What follows belongs to an exercise in optimizing a design on an open flow for small area, a short achievable clock period and few clock cycles; a production flow would make more cautious choices.
Function was checked by simulation only, so behaviour that the tests miss may differ from the original.
Power is estimated from default activity; no workload was simulated. The flow treats the clock pin as an ideal source, which a real chip does not have.

### flow/config.mk
export PLATFORM = sky130hd
export DESIGN_NAME = frx_rx
export DESIGN_NICKNAME = frx_rx
export VERILOG_FILES = /design/flow/design.v
export SDC_FILE = /design/flow/constraint.sdc
export NUM_CORES = 4
export LEC_CHECK = 0
export CAP_MARGIN = 20
export CORE_MARGIN = 2
export CORE_UTILIZATION = 40
export SLEW_MARGIN = 20
export SYNTH_MEMORY_MAX_BITS = 16384
### flow/standard.sh
#!/bin/bash
# synth_recipe.tcl (not shown) runs the flow's synth.tcl, then flattens the netlist and writes it again
# the make line also repeats each setting of config.mk as NAME=value (left out here)
make -C /OpenROAD-flow-scripts/flow DESIGN_CONFIG=/design/flow/config.mk WORK_HOME=/design/flow/orfs CLKGATE_MAP_FILE= SYNTH_SCRIPT=/design/flow/synth_recipe.tcl "${@:-finish}"
### flow/design.v
module frx_rx (
    input  wire        clk,
    input  wire        rst,           
    input  wire        in_valid,
    input  wire [7:0]  in_data,
    input  wire        in_last,
    output wire        in_ready,
    output wire        out_valid,
    output wire [7:0]  out_data,
    output wire        out_last,
    input  wire        out_ready,
    output wire [31:0] bytes_read,
    output wire [31:0] bytes_invalid,
    output wire        idle
);
    localparam [7:0] HEAD = 8'hF7;
    localparam integer DF = 8;          
    localparam integer WD = 8;          
    localparam [2:0] E_CHK  = 3'd0,     
                     E_SCAN = 3'd1,     
                     E_SKIP = 3'd2,     
                     E_FRM  = 3'd3,     
                     E_CRC  = 3'd4,     
                     E_CRCD = 3'd5;     
    function [7:0] crc8_byte(input [7:0] c, input [7:0] d);
        integer i;
        reg [7:0] r;
        begin
            r = c ^ d;
            for (i = 0; i < 8; i = i + 1)
                r = r[7] ? ((r << 1) ^ 8'h07) : (r << 1);
            crc8_byte = r;
        end
    endfunction
    function [10:0] add10(input [9:0] x, input [9:0] y);
        integer i, k;
        reg [9:0] g, p, gn, pn;
        begin
            g = x & y;
            p = x ^ y;
            for (k = 1; k < 10; k = k * 2) begin
                gn = g; pn = p;
                for (i = k; i < 10; i = i + 1) begin
                    gn[i] = g[i] | (p[i] & g[i-k]);
                    pn[i] = p[i] & p[i-k];
                end
                g = gn; p = pn;
            end
            add10 = {g[9], (x ^ y) ^ {g[8:0], 1'b0}};
        end
    endfunction
    function [7:0] inc8(input [7:0] x, input c);
        integer i;
        reg [7:0] t;
        begin
            t[0] = c;
            for (i = 1; i < 8; i = i + 1)
                t[i] = t[i-1] & x[i-1];
            inc8 = x ^ t;
        end
    endfunction
    reg        rv;
    reg [7:0]  rdat;
    reg        rlast;
    reg        in_rdy;
    reg        mid_chunk;
    wire       in_fire = in_valid & in_rdy;
    assign in_ready = in_rdy;
    reg [9*WD-1:0] win;
    reg [3:0]  wc;
    wire [7:0] wd0  = win[7:0];
    wire       wl0  = win[8];
    wire       wf0  = (wd0 == HEAD);
    wire [7:0] wd1  = win[16:9];
    wire [7:0] wd2  = win[25:18];
    wire [8:0] wnew = {rlast, rdat};
    reg [2:0]  est;
    reg        resync;
    reg [2:0]  guard;
    reg [8:0]  frs;                     
    reg [7:0]  fl;                      
    reg        first;                   
    reg        flz;                     
    reg        fl1;                     
    reg [7:0]  crc;
    reg        em;                      
    reg [7:0]  cstart;
    reg        cand_live;
    reg        inv_one, inv_fr, rd_fr;   
    reg [9:0]  inv_lo, rd_lo;
    reg [7:0]  inv_h1, inv_h2, rd_h1, rd_h2;
    reg [5:0]  inv_h3, rd_h3;
    reg        inv_c1, inv_c2, inv_c3, rd_c1, rd_c2, rd_c3;
    reg [2047:0] ring;
    reg [7:0]  a;                       
    reg [7:0]  W;                       
    reg        adj;                     
    reg        fa;                      
    reg [8*DF-1:0] fq;
    reg [3:0]  fcnt;
    reg        act;                     
    reg [7:0]  P;                       
    reg        hit;                     
    reg        ost_len;                 
    reg [7:0]  rem;
    reg        rem1;                    
    reg        v0, v1, l0, l1;
    reg [7:0]  d0, d1;
    reg        idle_r;
    assign out_valid     = v0;
    assign out_data      = d0;
    assign out_last      = l0;
    assign bytes_read    = {rd_h3, rd_h2, rd_h1, rd_lo};
    assign bytes_invalid = {inv_h3, inv_h2, inv_h1, inv_lo};
    assign idle          = idle_r;
    wire [7:0] tap  = ring[2047:2040];
    wire [7:0] fq0  = fq[7:0];
    wire       fne  = (fcnt != 4'd0);
    wire       full_q = fcnt[3];
    wire       room     = !(v0 & v1);
    wire       take     = hit & room;
    wire       take_a   = take & !act;              
    wire       tlast    = act & !ost_len & rem1;
    wire       rempty   = !act & !fne & !cand_live;
    wire       writable = rempty | fa | take;
    reg        pop, we, push;
    reg [2:0]  est_n, guard_n;
    reg        resync_n, cand_live_n;
    reg        inc1, addf_inv, addf_rd;
    wire [7:0] crc_upd = crc8_byte(crc, wd0);
    wire       wc1 = (wc != 4'd0);
    wire       wc6 = (wc >= 4'd6);
    always @(*) begin
        pop = 1'b0; we = 1'b0; push = 1'b0;
        est_n = est; guard_n = guard; resync_n = resync;
        cand_live_n = cand_live;
        inc1 = 1'b0; addf_inv = 1'b0; addf_rd = 1'b0;
        case (est)
            E_CHK, E_SCAN: begin
                if (est == E_SCAN && wc1 && !wf0) begin
                    pop = 1'b1; inc1 = 1'b1;
                    if (guard != 3'd0)
                        guard_n = guard - 3'd1;
                    else if (wl0) begin
                        resync_n = 1'b1;           
                        est_n    = E_CHK;
                    end
                end else if (est == E_SCAN && wc1 && !wc6) begin
                    resync_n = 1'b0;               
                    est_n    = E_CHK;
                end else if (wc6) begin
                    if (est == E_SCAN) resync_n = 1'b0;
                    pop = 1'b1;
                    if ((est == E_CHK && resync) || !wf0) begin
                        inc1    = 1'b1;
                        est_n   = E_SCAN;
                        guard_n = 3'd4;
                    end else if (wd2 < 8'd3) begin
                        inc1    = 1'b1;
                        est_n   = E_SKIP;
                        guard_n = 3'd2;
                    end else
                        est_n   = E_FRM;
                end
            end
            E_SKIP: begin
                if (wc1) begin
                    pop = 1'b1; inc1 = 1'b1;
                    if (guard == 3'd1) begin
                        est_n   = E_SCAN;
                        guard_n = 3'd2;
                    end else
                        guard_n = guard - 3'd1;
                end
            end
            E_FRM: begin
                if (wc1 && writable && (first || adj)) begin
                    pop = 1'b1; we = 1'b1;
                    if (first) cand_live_n = 1'b1;
                    if (flz) begin
                        if (em && !full_q) begin
                            push        = 1'b1;    
                            addf_rd     = 1'b1;
                            cand_live_n = 1'b0;
                            est_n       = E_CRCD;
                        end else
                            est_n = E_CRC;
                    end
                end
            end
            E_CRC: begin
                if (wc1) begin
                    if (wd0 == crc) begin
                        if (!full_q) begin
                            pop = 1'b1; push = 1'b1;
                            addf_rd     = 1'b1;
                            cand_live_n = 1'b0;
                            est_n       = E_CHK;
                        end
                    end else begin
                        pop = 1'b1;
                        addf_inv    = 1'b1;
                        cand_live_n = 1'b0;
                        if (wl0) begin
                            resync_n = 1'b1;
                            est_n    = E_CHK;
                        end else begin
                            est_n    = E_SCAN;
                            guard_n  = 3'd0;
                        end
                    end
                end
            end
            E_CRCD: begin
                if (wc1) begin
                    pop   = 1'b1;
                    est_n = E_CHK;
                end
            end
            default: est_n = E_CHK;
        endcase
    end
    wire       chk_go = (est == E_CHK || est == E_SCAN) && wc6 && wf0 &&
                        !(est == E_CHK && resync) && !(wd2 < 8'd3);
    wire [7:0] a1     = a + 8'd1;
    wire       act_n  = take ? !(act & tlast) : act;
    wire       eqP    = (a1 == P);
    wire       eqH    = (a1 == fq0);
    wire       eqC    = (a1 == cstart);
    wire       fne_n  = fne ? !(take_a && fcnt == 4'd1) || push : push;
    wire       hit_n  = act_n ? (take | eqP) : (fne ? eqH : (push & eqC));
    wire       xcmp   = act_n ? !(take | eqP) :
                        (fne ? !eqH : ((we & first) | !eqC));
    wire       rempty_n = !act_n & !fne_n & !cand_live_n;
    wire       aW     = (a == W);
    wire       eff    = fa | take | rempty;
    wire       fa_n   = rempty_n | ((eff | aW) & xcmp);
    wire [3:0] wc_n   = wc + {3'd0, rv} - {3'd0, pop};
    wire       in_rdy_n = pop ? ((wc + {3'd0, rv}) <= 4'd7) || ((wc + {3'd0, rv}) == 4'd8 && !in_fire)
                              : ((wc + {3'd0, rv}) <= 4'd6) || ((wc + {3'd0, rv}) == 4'd7 && !in_fire);
    wire       quiet  = !mid_chunk & !rv & !act & !fne & !v0 & !v1 &
                        (!wc1 || (est == E_CHK && !wc6)) &
                        !inv_one & !inv_fr & !rd_fr &
                        !inv_c1 & !inv_c2 & !inv_c3 & !rd_c1 & !rd_c2 & !rd_c3;
    wire [8:0]  inv_add = inv_fr ? frs : {8'd0, inv_one};
    wire [8:0]  rd_add  = rd_fr ? frs : 9'd0;
    wire [10:0] inv_sum = add10(inv_lo, {1'b0, inv_add});
    wire [10:0] rd_sum  = add10(rd_lo,  {1'b0, rd_add});
    integer i;
    always @(posedge clk) begin
        ring <= {ring[2039:0], (we ? wd0 : tap)};
        if (rst) begin
            rv        <= 1'b0;
            in_rdy    <= 1'b1;
            mid_chunk <= 1'b0;
            wc        <= 4'd0;
            est       <= E_CHK;
            resync    <= 1'b0;
            guard     <= 3'd0;
            cand_live <= 1'b0;
            inv_one   <= 1'b0;
            inv_fr    <= 1'b0;
            rd_fr     <= 1'b0;
            inv_lo    <= 10'd0;
            rd_lo     <= 10'd0;
            inv_h1    <= 8'd0;
            inv_h2    <= 8'd0;
            inv_h3    <= 6'd0;
            rd_h1     <= 8'd0;
            rd_h2     <= 8'd0;
            rd_h3     <= 6'd0;
            inv_c1    <= 1'b0;
            inv_c2    <= 1'b0;
            inv_c3    <= 1'b0;
            rd_c1     <= 1'b0;
            rd_c2     <= 1'b0;
            rd_c3     <= 1'b0;
            a         <= 8'd0;
            fa        <= 1'b1;
            adj       <= 1'b0;
            fcnt      <= 4'd0;
            act       <= 1'b0;
            hit       <= 1'b0;
            v0        <= 1'b0;
            v1        <= 1'b0;
            idle_r    <= 1'b0;
        end else begin
            rv     <= in_fire;
            if (in_fire) mid_chunk <= !in_last;
            in_rdy <= in_rdy_n;
            wc <= wc_n;
            for (i = 0; i < WD; i = i + 1) begin
                if (pop) begin
                    if (rv && wc == i + 1)
                        win[9*i +: 9] <= wnew;
                    else if (i < WD - 1)
                        win[9*i +: 9] <= win[9*(i+1) +: 9];
                end else if (rv && wc == i)
                    win[9*i +: 9] <= wnew;
            end
            est       <= est_n;
            guard     <= guard_n;
            resync    <= resync_n;
            cand_live <= cand_live_n;
            inv_one <= inc1;
            inv_fr  <= addf_inv;
            rd_fr   <= addf_rd;
            inv_lo  <= inv_sum[9:0];
            inv_c1  <= inv_sum[10];
            inv_h1  <= inc8(inv_h1, inv_c1);
            inv_c2  <= inv_c1 & (&inv_h1);
            inv_h2  <= inc8(inv_h2, inv_c2);
            inv_c3  <= inv_c2 & (&inv_h2);
            inv_h3  <= inc8({2'b00, inv_h3}, inv_c3);
            rd_lo   <= rd_sum[9:0];
            rd_c1   <= rd_sum[10];
            rd_h1   <= inc8(rd_h1, rd_c1);
            rd_c2   <= rd_c1 & (&rd_h1);
            rd_h2   <= inc8(rd_h2, rd_c2);
            rd_c3   <= rd_c2 & (&rd_h2);
            rd_h3   <= inc8({2'b00, rd_h3}, rd_c3);
            a   <= a1;
            fa  <= fa_n;
            adj <= we | aW;
            hit <= hit_n;
            if (take_a) begin
                for (i = 0; i < DF - 1; i = i + 1)
                    fq[8*i +: 8] <= (push && fcnt == i + 1) ? cstart : fq[8*(i+1) +: 8];
            end else if (push) begin
                for (i = 0; i < DF; i = i + 1)
                    if (fcnt == i) fq[8*i +: 8] <= cstart;
            end
            fcnt <= fcnt + {3'd0, push} - {3'd0, take_a};
            act <= act_n;
            if (take) begin
                P <= a1;
                if (!act)
                    ost_len <= 1'b1;
                else if (ost_len) begin
                    ost_len <= 1'b0;
                    rem     <= tap - 8'd1;
                    rem1    <= (tap == 8'd2);
                end else begin
                    rem     <= rem - 8'd1;
                    rem1    <= (rem == 8'd2);
                end
            end
            if (!v0 || out_ready) begin
                if (v1) begin
                    v0 <= 1'b1; d0 <= d1; l0 <= l1;
                    v1 <= 1'b0;
                end else if (take) begin
                    v0 <= 1'b1; d0 <= tap; l0 <= tlast;
                end else
                    v0 <= 1'b0;
            end else if (take) begin
                v1 <= 1'b1; d1 <= tap; l1 <= tlast;
            end
            idle_r <= quiet && !in_fire;
        end
        rdat  <= in_data;
        rlast <= in_last;
        if (chk_go) begin
            frs   <= {1'b0, wd2} + 9'd3;
            fl    <= wd2;
            first <= 1'b1;
            flz   <= 1'b0;
            fl1   <= 1'b0;
            crc   <= 8'd0;
        end else if (we) begin
            fl    <= fl - 8'd1;
            first <= 1'b0;
            flz   <= fl1;
            fl1   <= (fl == 8'd2);
            if (!first) crc <= crc_upd;
        end
        em <= (wc >= 4'd3) && fl1 && we &&
              (crc8_byte(crc_upd, wd1) == wd2);
        if (we) begin
            W <= a;
            if (first) cstart <= a;
        end
    end
endmodule
### flow/constraint.sdc
create_clock -name core_clock -period 12.0 [get_ports {clk}]
set_input_delay 2.4000 -clock core_clock [delete_from_list [all_inputs] [get_ports {clk}]]
set_output_delay 2.4000 -clock core_clock [all_outputs]
set_load 0.01 [all_outputs]
### flow/flow/run.sh
#!/bin/bash
# The standard layout (the standard.sh: unchanged synthesis, floorplan,
# placement, CTS and routing) with two changes in how it is made:
#  - timing repair is asked to leave more setup slack than the default, so the
#    resizer also works on paths that already meet the clock period;
#  - clock tree synthesis clusters up to 25 sinks within 80 um per leaf buffer
#    and inserts no dummy loads.
set -euo pipefail
export SETUP_SLACK_MARGIN=8.4
export CTS_ARGS="-sink_clustering_enable -repair_clock_nets -dont_use_dummy_load -sink_clustering_size 25 -sink_clustering_max_diameter 80"
bash standard.sh > standard_flow.log 2>&1
==> metrics.md, run 1 <==
| Metric | Value |
|---|---|
| Status | complete, no violations |
| Crit-path cells | buf_2 |
| Most frequent cells in the layout | dfxtp_1, edfxtp_1, nor2_1 |
| Worst hold stages | 0 |
| RSZ-0062 raised after global routing | true |
| Largest net degree at the start of global routing | 64 |
| CP arrival | 1.20 ns |
| Initial drt markers | 1284 |
| Worst-Skew Late Latency | 0.74 ns |
| ANT nets after route | 0 |
| P_sw | 2.27 mW |
| Slowest-stage cell, CP | edfxtp_1 |
| Part of the power in the clock network | 31.8% |
| Max clock buf depth | 3 |
| Die area | 146000 um^2 |
| R2R cell count | 10 |
| Tot GR Track Use | 10.2% |
| Crit Path Category | reg -> out |
| Top_reg_cell synth | dfxtp_1 |
| Synth warnings | 1 |
| Final setup fails | 0 |
| Drt wl/cell | 13.2 um |
| Int Power | 9.70 mW |
| Final net count | 3775 |
| CTS buffer count | 110 |
| Pwr Density | 188 nW/um^2 |
| Grt total ovfl | 0 |
| CTS sink cnt | 2381 |
| TNS Setup | 0 ns |
| Leak | 24.9 nW |
| Synth Net Count | 3563 |
| # hold bufs at CTS | 0 |
| Commonest non-fill, non-tap cell in the layout | dfxtp_1 |
| Vias in the first global route | 22.7k |
| DRC | 0 |
| CTS clk-pin slew, worst paths | 0.10 ns |
| Synthesis-to-layout area growth | 11.5% |
| EDFF count, synth | 205 |
| Port bufs | 88 |
| Row count | 138 |
| Sequential fraction of the synthesis area | 87.2% |
| Post-Syn Area | 57000 um^2 |
| DIE WIDTH | 382 um |
| Final Hold Fails | 0 |
| Syn_area_per_cell | 16.5 um^2 |
| DRT Wirelength | 73.7 mm |
| R2R setup slack | 8.61 ns |
| CTS tree | done |
| CP Launch Type | flop |
| Synth Instances | 3467 |
| Crit share post-route | 30.0% |
| Max-cap violations | 0 |
| Core Util, Final | 44.9% |
| Critical Path Sink Type | primary output |
| Rel. slew slack | 45.5% |
| Hold WC Path Type | reg -> reg |
| Max H-tree Level | 3 |
| Combinational power share | 1.0% |
| Die height | 382 um |
| Placer's final routability congestion estimate | 0.800 |
| Min-Delay Endpoint | ring[1585] |
| Root buf cell | clkbuf_16 |
| Critical Path RT | 9.60 ns |
| Initial antenna violation count | 1 |
| Slew Viols, Final | 0 |
| Clk_skew | 0.114 ns |
| Highest Clock Rate | 0.278 GHz |
| Vias | 23.2k |
| Critical R2R Launch | fcnt[3] |
| Dpl hpwl | 42.8 mm |
| Seq pwr share | 67.2% |
| Initial Util | 40.3% |
| Tot Pwr | 12.0 mW |
| Switch share | 19.0% |
| Fin crit period | 3.60 ns |
| Maximum fanout along the worst path | 1 |
| First-pass GRT wire length | 122 mm |
| Reg2reg end | fq[19] |
| Hold Crit Start | ring[1577] |
| Io pins | 89 |
| Least-Margin Pin Slew | 0.816 ns |
| Library cells used by synthesis | 75 |
| CP Buf/Inv Count | 1 |
| Crit path max-delay family | flip-flops |
| Fraction of layout instances using a drive strength above 1 | 11.9% |
| Peak VDD IR | 0.127 mV |
| Synth async-reset ratio | 0% |
| CP peak stage delay | 0.37 ns |
| Core region area | 142000 um^2 |
| #FFs+latches synth | 2381 |
| Pre-antenna DRT Iters | 5 |
| DR vias/cell | 4.17 |
power by group through the flow:
stage | clock network [mW] | registers, mW | logic, mW
after floorplan | 0 | 8.22 | 0.0967
after global placement | 0 | 8.23 | 0.117
after detailed placement | 0 | 8.23 | 0.118
after CTS | 4.00 | 8.05 | 0.119
after global routing | 4.27 | 8.05 | 0.132
final | 3.81 | 8.04 | 0.119
logic make-up after synthesis:
group / count (synthesis) / synth area share [%]
AOI/OAI and AO/OA: 193 / 2.27
muxes: 100 / 1.93
xor gates and xnor gates: 128 / 2.01
DFF: 2381 / 87.2
buffers and inverters: 103 / 0.719
adders and majority gates: 83 / 1.86
and+or+nand+nor: 479 / 4.05
cell usage after synthesis (4+ instances only):
cell type	count	area share (%)
and3_1	12	0.13
mux2_2	81	1.6
nor4_1	9	0.099
o22ai_1	55	0.60
or4_1	6	0.079
o21ai_0	31	0.27
nor2_1	184	1.2
ha_1	80	1.8
a21o_1	9	0.12
a211oi_1	5	0.066
nor3_1	27	0.24
edfxtp_1	205	11
xnor2_1	74	1.1
mux2i_1	19	0.33
dfxtp_1	2176	76
nand2b_1	6	0.066
nand2_2	7	0.077
buf_1	7	0.046
nor2b_1	52	0.57
o21ai_1	6	0.053
inv_1	59	0.39
nand2_1	91	0.60
and2_1	19	0.21
nand4_1	23	0.25
buf_2	9	0.079
nand3_1	21	0.18
nor3b_1	5	0.066
o21ai_4	4	0.11
clkbuf_1	25	0.16
a21oi_1	41	0.36
xor2_1	52	0.80
stage by stage:
stage / cell area [um^2] / cells / worst slack (ns) / hold WS [ns]
finish: 63600 / 5569 / 8.40 / 0.267
global route: 63600 / 5567 / 8.29 / 0.268
CTS: 63500 / 5562 / 8.21 / 0.247
detailed placement: 60200 / 5406 / 7.49 / 0.312
global placement: 60200 / 5406 / 7.48 / 0.310
floorplan: 57100 / 3467 / 8.23 / 0.310
final cells by class:
type,count,area (um^2)
inverter,59,221
antenna,2,5.00
clock buffer,110,2750
multi-input combinational,983,7070
timing repair buffer,144,1350
sequential,2381,49800
fill,12400,78000
tap,1890,2360
state kept, by name, indices dropped and copies added (netlist names), 6 cells and up:
| register | cells |
|---|---|
| ring | 2048 |
| win | 72 |
| fq | 64 |
| inv_lo | 10 |
| rd_lo | 10 |
| frs | 9 |
| P | 8 |
| W | 8 |
| a | 8 |
| crc | 8 |
| cstart | 8 |
| d0 | 8 |
| d1 | 8 |
| fl | 8 |
| inv_h1 | 8 |
| inv_h2 | 8 |
| rd_h1 | 8 |
| rd_h2 | 8 |
| rdat | 8 |
| rem | 8 |
| inv_h3 | 6 |
| rd_h3 | 6 |
how the worst max path moves through the flow:
| stage | startpoint | to | slack, ns | cells after the start |
|---|---|---|---|---|
| after floorplan | rst | fq[0] | 8.23 | 4 |
| after global placement | rst | inv_c2 | 7.48 | 6 |
| after detailed placement | rst | win[40] | 7.49 | 4 |
| after CTS | fcnt[3] | fq[3] | 8.21 | 10 |
| after global routing | d0[5] | out_data[5] | 8.29 | 1 |
| final | d0[0] | out_data[0] | 8.40 | 1 |
repair_timing:
item | 4_1_cts | 5_1_grt
setup endpoints to repair | 252 | 254
resized for setup | 454 | 23
pin swaps | 0 | 1
setup buffers | 46 | 5
routing by layer:
metal	up-vias	global-route usage, %	routed length, um	part of all wire, %
met5	-	0	0	0
met4	0	3.44	2160	2.9
met3	141	2.31	3080	4.2
met2	340	14.1	29000	39
met1	11100	15.7	39500	54
li1	11700	-	-	-
Testbench counts, summed over its fixed seeds: cycles 98,274.
==> run 2, diff against run 1 <==
==> flow/flow/run.sh (replaced) <==
#!/bin/bash
# The standard layout (the standard.sh: unchanged synthesis, floorplan,
# placement, CTS and routing) with two changes in how it is made:
#  - timing repair is asked to leave more setup slack than the default, so the
#    resizer also works on paths that already meet the clock period;
#  - clock tree synthesis clusters up to 30 sinks within 70 um per leaf buffer
#    and inserts no dummy loads.
set -euo pipefail
export SETUP_SLACK_MARGIN=8.4
export CTS_ARGS="-sink_clustering_enable -repair_clock_nets -dont_use_dummy_load -sink_clustering_size 30 -sink_clustering_max_diameter 70"
bash standard.sh > standard_flow.log 2>&1
--- a/flow/config.mk
+++ b/flow/config.mk
@@ -9,3 +9,3 @@
 export CORE_MARGIN = 2
-export CORE_UTILIZATION = 40
+export CORE_UTILIZATION = 65
 export SLEW_MARGIN = 20
==> run 2 against run 1 <==
  * Clock skew down 0.040 ns
  * Sequential share of layout area up 2.3 points
  * Routed wire length up 9.6%
  * Hold slack better by 0.032 ns
  * Design area down 2.9%
  * Worst setup slack worse by 0.014 ns
  * Critical path depth unchanged
  * Die area down 38%
  * First-iteration DRC count up 7.2%
  * Highest routed layer unchanged
  * Still clean
  * Final cell count down 14%
==> metrics.md, run 2 <==
| Metric | Value |
|---|---|
| Status | complete, no violations |
| First-pass GRT wire length | 131 mm (+7.7%) |
| Crit-path cells | buf_2 |
| Largest net degree at the start of global routing | 70 (+9.4%) |
| Synth async-reset ratio | 0% (unchanged) |
| DRC | 0 (unchanged) |
| Dpl ws | 7.43 ns (-0.0562 ns) |
| Final Hold Fails | 0 (unchanged) |
| R2R setup slack | 8.64 ns (+0.03 ns) |
| CP peak stage delay | 0.40 ns (+0.03 ns) |
| Min-Delay Endpoint | ring[9] |
| Row count | 108 (-22%) |
| Most frequent cells after synthesis | dfxtp_1, edfxtp_1, nor2_1 |
| TNS Setup | 0 ns (unchanged) |
| Synth area leaders | dfxtp_1, edfxtp_1, ha_1 |
| Initial drt markers | 1377 (+7.2%) |
| Vias in the first global route | 24.1k (+6.0%) |
| Port bufs | 88 (unchanged) |
| Clk_skew | 0.0739 ns (-0.0398 ns) |
| Crit share post-route | 30.1% (+0.11 points) |
| Worst hold stages | 0 (unchanged) |
| DIE WIDTH | 300 um (-21%) |
| Root buf cell | clkbuf_16 |
| EDFF count, synth | 205 (unchanged) |
| Critical Path Sink Type | primary output |
| #FFs+latches synth | 2381 (unchanged) |
| Sequential fraction of the synthesis area | 87.2% (unchanged) |
| Final setup fails | 0 (unchanged) |
| Max clock buf depth | 3 (unchanged) |
| CTS clk-pin slew, worst paths | 0.10 ns (about the same) |
| Antenna Cells | 0 (-2) |
| Biggest regs | ring (2048), win (72), fq (64) |
| DR vias/cell | 4.84 (+16%) |
| Die height | 300 um (-21%) |
| Library cells used by synthesis | 75 (unchanged) |
| Slew Viols, Final | 0 (unchanged) |
| Synth area leader | dfxtp_1 |
| Fraction of layout instances using a drive strength above 1 | 10.8% (-1.1 points) |
| Synth Net Count | 3563 (unchanged) |
| Drt wl/cell | 16.8 um (+27%) |
| Slowest-stage cell, CP | edfxtp_1 |
| Die area | 90100 um^2 (-38%) |
| Final net count | 3739 (-0.95%) |
| CTS buffer count | 94 (-15%) |
| Top Usage Layer GRT | met2 |
| Pwr Density | 190 nW/um^2 (+0.84%) |
| Hold Crit Start | ring[1] |
| Dpl hpwl | 45.1 mm (+5.4%) |
| Core region area | 86900 um^2 (-39%) |
| Reg2reg end | win[62] |
| Crit Path Category | reg -> out |
| Syn_area_per_cell | 16.5 um^2 (unchanged) |
| CP Buf/Inv Count | 1 (unchanged) |
| Tot GR Track Use | 18.3% (+8.1 points) |
| Highest Clock Rate | 0.277 GHz (-0.37%) |
| Synth Instances | 3467 (unchanged) |
| Crit path max-delay family | flip-flops |
| Synth top area share | 76.4% (unchanged) |
| Leak | 24.5 nW (-1.4%) |
| Placer's final routability congestion estimate | 0.820 (+2.6%) |
| Count leader, synth | dfxtp_1 |
| Rel. slew slack | 43.8% (-1.7 points) |
| Most frequent cells in the layout | dfxtp_1, edfxtp_1, nor2_1 |
| Initial Util | 65.6% (+25 points) |
| Top reg by flops | ring |
| DRT Wirelength | 80.8 mm (+9.6%) |
| Pre-antenna DRT Iters | 7 (+2) |
| Max-cap violations | 0 (unchanged) |
| Critical R2R Launch | win[6] |
| Vias | 23.2k (+0.030%) |
| Placed cell areas | 59300 um^2 (-1.5%) |
| Io pins | 89 (unchanged) |
| CP arrival | 1.21 ns (about the same) |
| Met2 usage | 28.5% (+14 points) |
| Commonest non-fill, non-tap cell in the layout | dfxtp_1 |
| Max reg flops | 2048 (unchanged) |
| Post-Syn Area | 57000 um^2 (unchanged) |
| Fin worst setup slack | 8.39 ns (-0.0135 ns) |
| R2R cell count | 8 (-2) |
| Final Cell Area | 61800 um^2 (-2.9%) |
| Max H-tree Level | 3 (unchanged) |
| Critical Path RT | 9.60 ns (about the same) |
| # hold bufs at CTS | 0 (unchanged) |
| Fin crit period | 3.61 ns (+0.0135 ns) |
| CTS tree | done |
| Worst-Skew Late Latency | 0.67 ns (-0.07 ns) |
| ANT nets after route | 0 (unchanged) |
| RSZ-0062 raised after global routing | true |
| CTS sink cnt | 2381 (unchanged) |
| Layout filler cell count | 5374 (-57%) |
| Grt met1 use | 27.1% (+11 points) |
| Peak VDD IR | 0.170 mV (+34%) |
| Synthesis-to-layout area growth | 8.26% |
| Met3 Use GR | 2.64% (+0.33 points) |
| Top_reg_cell synth | dfxtp_1 |
| Initial antenna violation count | 1 (unchanged) |
| Grt total ovfl | 0 (unchanged) |
| Hold WC Path Type | reg -> reg |
| Synth warnings | 1 (unchanged) |
| Maximum fanout along the worst path | 1 (unchanged) |
| Least-Margin Pin Slew | 0.836 ns (+0.0196 ns) |
| CP Launch Type | flop |
-- run 2: how the worst max path moves through the flow --
stage | from | end | slack [ns] | cells after the start
after floorplan | rst | fq[0] | 8.23 | 4
after global placement | rst | rv | 7.48 | 5
after detailed placement | rst | win[56] | 7.43 | 4
after CTS | v0 | out_valid | 8.33 | 1
after global routing | d0[6] | out_data[6] | 8.34 | 1
final | d0[6] | out_data[6] | 8.39 | 1
-- run 2: area by class of cell --
class / instances / area [um^2] / area share (%)
Sequential cell: 2381 / 49800 / 80.7
Multi-Input combinational cell: 983 / 7070 / 11.5
Clock buffer: 94 / 2350 / 3.81
Tap cell: 1155 / 1450 / 2.34
Timing Repair Buffer: 124 / 857 / 1.39
Inverter: 59 / 221 / 0.359
-- run 2: routing by layer --
metal / wire length (um) / up-vias / part of all wire [%]
li1: - / 11600 / -
met1: 39500 / 11000 / 49
met2: 36100 / 459 / 45
met3: 3240 / 136 / 4.0
met4: 1980 / 0 / 2.5
met5: 0 / - / 0
-- run 2: power breakdown --
group	total (mW)	internal (mW)	leakage (nW)	switching, mW
Clock	3.55	1.41	1.16	2.14
Combinational	0.118	0.0518	3.91	0.0667
Sequential	8.05	8.02	19.4	0.0302
Total	11.7	9.48	24.5	2.24
-- run 2: cell families (layout without fill, tap and decap cells) --
family / after synthesis / in the layout / synth area share (%)
multiplexers: 100 / 100 / 1.93
flip-flops: 2381 / 2381 / 87.2
adder cells (fa/ha/maj): 83 / 83 / 1.86
AND/OR/NAND/NOR: 479 / 479 / 4.05
AO/OA/AOI/OAI: 193 / 193 / 2.27
XOR/XNOR: 128 / 128 / 2.01
buffers and inverters: 103 / 277 / 0.719
-- run 2: repair_timing --
action	CTS	global route
endpoints found under the setup margin	279	70
setup buffers	31	0
resized for setup	395	9
pin swaps	0	3
-- run 2: per-stage QoR --
| stage | util [%] | total power, mW | hold WS, ns | instances |
|---|---|---|---|---|
| finish | 71.1 | 11.7 | 0.298 | 4796 |
| global route | 71.1 | 12.1 | 0.295 | 4796 |
| CTS | 71.0 | 11.8 | 0.297 | 4796 |
| detailed placement | 68.2 | 8.35 | 0.312 | 4671 |
| global placement | 68.2 | 8.35 | 0.310 | 4671 |
| floorplan | - | 8.31 | 0.310 | 3467 |
==> run 3, diff against run 2 <==
--- a/flow/flow/run.sh
+++ b/flow/flow/run.sh
@@ -8,3 +8,3 @@
 set -euo pipefail
-export SETUP_SLACK_MARGIN=8.4
+export SETUP_SLACK_MARGIN=8.6
 export CTS_ARGS="-sink_clustering_enable -repair_clock_nets -dont_use_dummy_load -sink_clustering_size 30 -sink_clustering_max_diameter 70"
==> run 3 against run 2 <==
  * Maximum frequency grew 1.7%
  * Synthesized cell count unchanged
  * Critical path depth is the same
  * Utilization grew 0.67 points
  * Die area is the same
==> metrics.md, run 3 <==
| Metric | Value |
|---|---|
| Row count | 108 (unchanged) |
| Min-Delay Endpoint | ring[120] |
| Sequential fraction of the synthesis area | 87.2% (unchanged) |
| Most frequent cells in the layout | dfxtp_1, edfxtp_1, nor2_1 |
| #FFs+latches synth | 2381 (unchanged) |
| Grt total ovfl | 0 (unchanged) |
| Worst-Skew Late Latency | 0.67 ns (about the same) |
| Hold slack | 0.265 ns (-0.0335 ns) |
| Biggest regs | ring (2048), win (72), fq (64) |
| CP arrival | 1.15 ns (-0.06 ns) |
| Final Hold Fails | 0 (unchanged) |
| Peak VDD IR | 0.169 mV (-0.47%) |
| Pre-antenna DRT Iters | 5 (-2) |
| Synth async-reset ratio | 0% (unchanged) |
| Critical Path Sink Type | primary output |
| First-pass GRT wire length | 131 mm (-0.32%) |
| Synth warnings | 1 (unchanged) |
| Max clock buf depth | 3 (unchanged) |
| R2R setup slack | 8.79 ns (+0.15 ns) |
| CTS sink cnt | 2381 (unchanged) |
| Post-Syn Area | 57000 um^2 (unchanged) |
| Int Power | 9.47 mW (-0.15%) |
| DRC | 0 (unchanged) |
| Leak | 24.7 nW (+0.82%) |
| Top_reg_cell synth | dfxtp_1 |
| Clk_skew | 0.0689 ns (-0.00498 ns) |
| Die height | 300 um (unchanged) |
| CTS buffer count | 93 (-1.1%) |
| Most frequent cells after synthesis | dfxtp_1, edfxtp_1, nor2_1 |
| Hold Crit Start | ring[112] |
| Critical Path RT | 9.60 ns (about the same) |
| Worst hold stages | 0 (unchanged) |
| Io pins | 89 (unchanged) |
| Placer's final routability congestion estimate | 0.795 (-3.1%) |
| DIE WIDTH | 300 um (unchanged) |
| Part of the power in the clock network | 30.2% (about the same) |
| Drt wl/cell | 16.8 um (-0.34%) |
| Vias in the first global route | 24.2k (+0.50%) |
| Largest net degree at the start of global routing | 60 (-14%) |
| Initial Util | 65.6% (unchanged) |
| Initial antenna violation count | 2 (+1) |
| Core region area | 86900 um^2 (unchanged) |
| Status | complete, no violations |
| ANT nets after route | 0 (unchanged) |
| Max H-tree Level | 3 (unchanged) |
| Critical R2R Launch | fcnt[3] |
| RSZ-0062 raised after global routing | true |
| Switch share | 19.0% (-0.061 points) |
| Layout filler cell count | 5293 (-1.5%) |
| DR vias/cell | 4.83 (-0.13%) |
| Commonest non-fill, non-tap cell in the layout | dfxtp_1 |
| Synth top area share | 76.4% (unchanged) |
| Dpl hpwl | 46.1 mm (+2.2%) |
| EDFF count, synth | 205 (unchanged) |
| # hold bufs at CTS | 0 (unchanged) |
| Final setup fails | 0 (unchanged) |
| Die area | 90100 um^2 (unchanged) |
| Crit Path Category | reg -> out |
| Initial drt markers | 1307 (-5.1%) |
| Synth Instances | 3467 (unchanged) |
| Slowest-stage cell, CP | edfxtp_1 |
| Synthesis-to-layout area growth | 9.28% |
| Synth area leader | dfxtp_1 |
| Crit path max-delay family | flip-flops |
| CP Launch Type | flop |
| Reg2reg end | fq[26] |
| Crit-path cells | buf_2 |
| Max reg flops | 2048 (unchanged) |
| TNS Setup | 0 ns (unchanged) |
| DRT Wirelength | 81.0 mm (+0.24%) |
| R2R cell count | 10 (+2) |
| Fraction of layout instances using a drive strength above 1 | 11.9% (+1.0 points) |
| Port bufs | 88 (unchanged) |
| Max-cap violations | 0 (unchanged) |
| Root buf cell | clkbuf_16 |
| Synth area leaders | dfxtp_1, edfxtp_1, ha_1 |
| Syn_area_per_cell | 16.5 um^2 (unchanged) |
| Seq pwr share | 68.8% (about the same) |
| Slew Viols, Final | 0 (unchanged) |
| Final net count | 3766 (+0.72%) |
| Least-Margin Pin Slew | 0.876 ns (+0.0404 ns) |
| CP peak stage delay | 0.37 ns (-0.03 ns) |
| Combinational power share | 1.0% (about the same) |
| Hold WC Path Type | reg -> reg |
| Synth Net Count | 3563 (unchanged) |
| Maximum fanout along the worst path | 1 (unchanged) |
| Rel. slew slack | 41.1% (-2.7 points) |
| Vias | 23.3k (+0.46%) |
| Top reg by flops | ring |
| Pwr Density | 188 nW/um^2 (-1.2%) |
| Library cells used by synthesis | 75 (unchanged) |
| Tot GR Track Use | 18.3% (-0.058 points) |
| Fin crit period | 3.55 ns (-0.0596 ns) |
| Count leader, synth | dfxtp_1 |
| CP Buf/Inv Count | 1 (unchanged) |
| CTS clk-pin slew, worst paths | 0.10 ns (about the same) |
| P_sw | 2.23 mW (-0.54%) |
| CTS tree | done |
| Crit share post-route | 29.6% (-0.50 points) |
| Highest Clock Rate | 0.282 GHz (+1.7%) |
==> run 3: cells by family after synthesis <==
logic type | share of synthesized area (%)
mux | 1.93
simple gates | 4.05
xor+xnor | 2.01
compound gates | 2.27
flops | 87.2
fa+ha+maj | 1.86
buf+inv | 0.719
==> run 3: timing repair <==
item / CTS / global route
pin swaps: 1 / 2
cloned: 0 / 0
setup buffers: 48 / 11
endpoints found under the setup margin: 261 / 181
resized for setup: 467 / 7
==> run 3: stage by stage <==
step / setup WS, ns / power [mW] / instances / utilization, % / area (um^2)
final: 8.45 / 11.7 / 4824 / 71.7 / 62300
after global routing: 8.38 / 12.1 / 4823 / 71.7 / 62300
after CTS: 8.38 / 11.8 / 4812 / 71.6 / 62200
after detailed placement: 7.61 / 8.35 / 4671 / 68.3 / 59400
after global placement: 7.66 / 8.35 / 4671 / 68.3 / 59400
after floorplan: 8.51 / 8.31 / 3467 / - / 57200
==> run 3: worst max-delay path by stage <==
stage	startpoint	endpoint	slack, ns	depth (start not counted)
after floorplan	rst	d0[0]	8.51	4
after global placement	rst	fq[0]	7.66	4
after detailed placement	rst	fq[48]	7.61	4
after CTS	d0[6]	out_data[6]	8.38	1
after global routing	d0[3]	out_data[3]	8.38	1
final	d0[5]	out_data[5]	8.45	1
==> run 3: layout make-up <==
class                      count  area [um^2]  share of cell area [%]
tap                         1155         1450                    2.32
timing repair buffer         152         1410                    2.27
clock buffer                  93         2330                    3.73
multi-input combinational    983         7110                    11.4
sequential                  2381        49800                    79.9
antenna                        1         2.50                 0.00401
inverter                      59          221                   0.355
==> run 3: power groups by stage <==
stage	logic [mW]	clock network [mW]	registers, mW
CTS	0.118	3.63	8.05
detailed placement	0.117	0	8.23
finish	0.118	3.53	8.05
global route	0.130	3.88	8.06
global placement	0.114	0	8.23
floorplan	0.0983	0	8.22
==> run 3: layer usage <==
metal	track usage (%)	part of all wire [%]	vias up
met2	28.3	44	429
met5	0	0	-
met4	5.76	2.5	0
li1	-	-	11600
met3	2.95	4.6	137
met1	26.7	49	11100
==> run 4, diff against run 3 <==
--- a/flow/config.mk
+++ b/flow/config.mk
@@ -9,3 +9,3 @@
 export CORE_MARGIN = 2
-export CORE_UTILIZATION = 65
+export CORE_UTILIZATION = 80
 export SLEW_MARGIN = 20
==> run 4 against run 3 <==
  * The run now fails in 5_1_grt
  * Synthesized cell count is the same
  * Area after synthesis is the same
==> metrics.md, run 4 <==
| Metric | Value |
|---|---|
| CTS buffer count | 90 (-3.2%) |
| Status | stopped before the end |
| Max clock buf depth | 3 (unchanged) |
| Vias in the first global route | 34.7k |
| Port bufs | 88 (unchanged) |
| Max H-tree Level | 3 (unchanged) |
| # hold bufs at CTS | 0 (unchanged) |
| Synth async-reset ratio | 0% (unchanged) |
| Initial Util | 81.2% (+16 points) |
| Dpl hpwl | 74.2 mm (+61%) |
| Row count | 97 (-10%) |
| Tot GR Track Use | 49.9% |
| #FFs+latches synth | 2381 (unchanged) |
| Post-Syn Area | 57000 um^2 (unchanged) |
| Grt total ovfl | 34 |
| Dpl ws | 7.59 ns (-0.0212 ns) |
| Count leader, synth | dfxtp_1 |
| Synth area leader | dfxtp_1 |
| Stop stage | 5_1_grt |
| Io pins | 89 (unchanged) |
| Run Error | [ERROR GRT-0116] Global routing finished with congestion. Check the congestion regions in the DRC Viewer. |
| Library cells used by synthesis | 75 (unchanged) |
| EDFF count, synth | 205 (unchanged) |
| CTS sink cnt | 2381 (unchanged) |
| Most frequent cells after synthesis | dfxtp_1, edfxtp_1, nor2_1 |
| Synth Instances | 3467 (unchanged) |
| Placer's final routability congestion estimate | 0.856 (+7.6%) |
| Largest net degree at the start of global routing | 71 |
| DIE WIDTH | 271 um (-9.7%) |
| Synth Net Count | 3563 (unchanged) |
| Syn_area_per_cell | 16.5 um^2 (unchanged) |
| Top_reg_cell synth | dfxtp_1 |
| Synth top area share | 76.4% (unchanged) |
| Root buf cell | clkbuf_16 |
| Die height | 271 um (-9.7%) |
| First-pass GRT wire length | 256 mm |
| Sequential fraction of the synthesis area | 87.2% (unchanged) |
| Synth warnings | 1 (unchanged) |
| Synth area leaders | dfxtp_1, edfxtp_1, ha_1 |
[run 4: cell counts after synthesis]
No cell type changed its count.
[run 4: power groups by stage]
stage                     combinational, mW  clock [mW]  sequential, mW
after global placement                0.112           0            8.23
after CTS                             0.154        3.64            8.06
after floorplan                      0.0983           0            8.22
after detailed placement              0.129           0            8.23
[run 4: logic make-up after synthesis]
kind of cell	count (synthesis)	synth area share [%]
buffers and inverters	103	0.719
AOI/OAI and AO/OA	193	2.27
xor gates and xnor gates	128	2.01
adders and majority gates	83	1.86
DFF	2381	87.2
and+or+nand+nor	479	4.05
muxes	100	1.93
[run 4: worst max-delay path by stage]
stage	cells after the start	slack, ns	end	startpoint
after floorplan	4	8.51	d0[0]	rst
after global placement	4	7.68	fq[10]	rst
after detailed placement	4	7.59	fq[34]	rst
after CTS	1	8.26	out_data[2]	d0[2]
[run 4: timing repair]
action	4_1_cts
pin swaps	10
resized for setup	495
setup endpoints to repair	334
buffers inserted	77
[run 4: per-layer routing]
layer,overflow,track usage (%)
met5,0,11.1
met4,23,43.9
met3,1,28.1
met2,10,74.4
met1,0,48.8
[run 4: through the flow]
stage                     instance area [um^2]  hold WS [ns]  instances
after global placement                   59100         0.310       4456
after detailed placement                 59100         0.312       4456
after floorplan                          57200         0.310       3467
after CTS                                62300         0.292       4623

==> port drivers added, routing unchanged <==
No port has a modelled driver above. Below, the same layouts with a new extraction and two added sets of constraints. Step 1: set_driving_cell puts a clkbuf_16 on clk and a buf_2 on each other input, an assumption about the parent block. Step 2 also shifts input and output timing later by t, the mid clock arrival at the registers, as if the neighbouring blocks saw the same clock. Three values: ideal ports, drivers, drivers and shift; two values: the first two.
run | t (ns) | setup WS [ns] | cell pins on the clock port's net
run 1 | 0.768 | 8.402 / 8.331 / 7.779 | 1
run 2 | 0.705 | 8.388 / 8.326 / 7.842 | 1
run 3 | 0.701 | 8.448 / 8.384 / 7.981 | 1
After both steps every run listed still meets setup and hold. For run 1, which loses most, drivers alone change the setup slack by -0.071 ns; drivers and shift together by -0.623 ns.
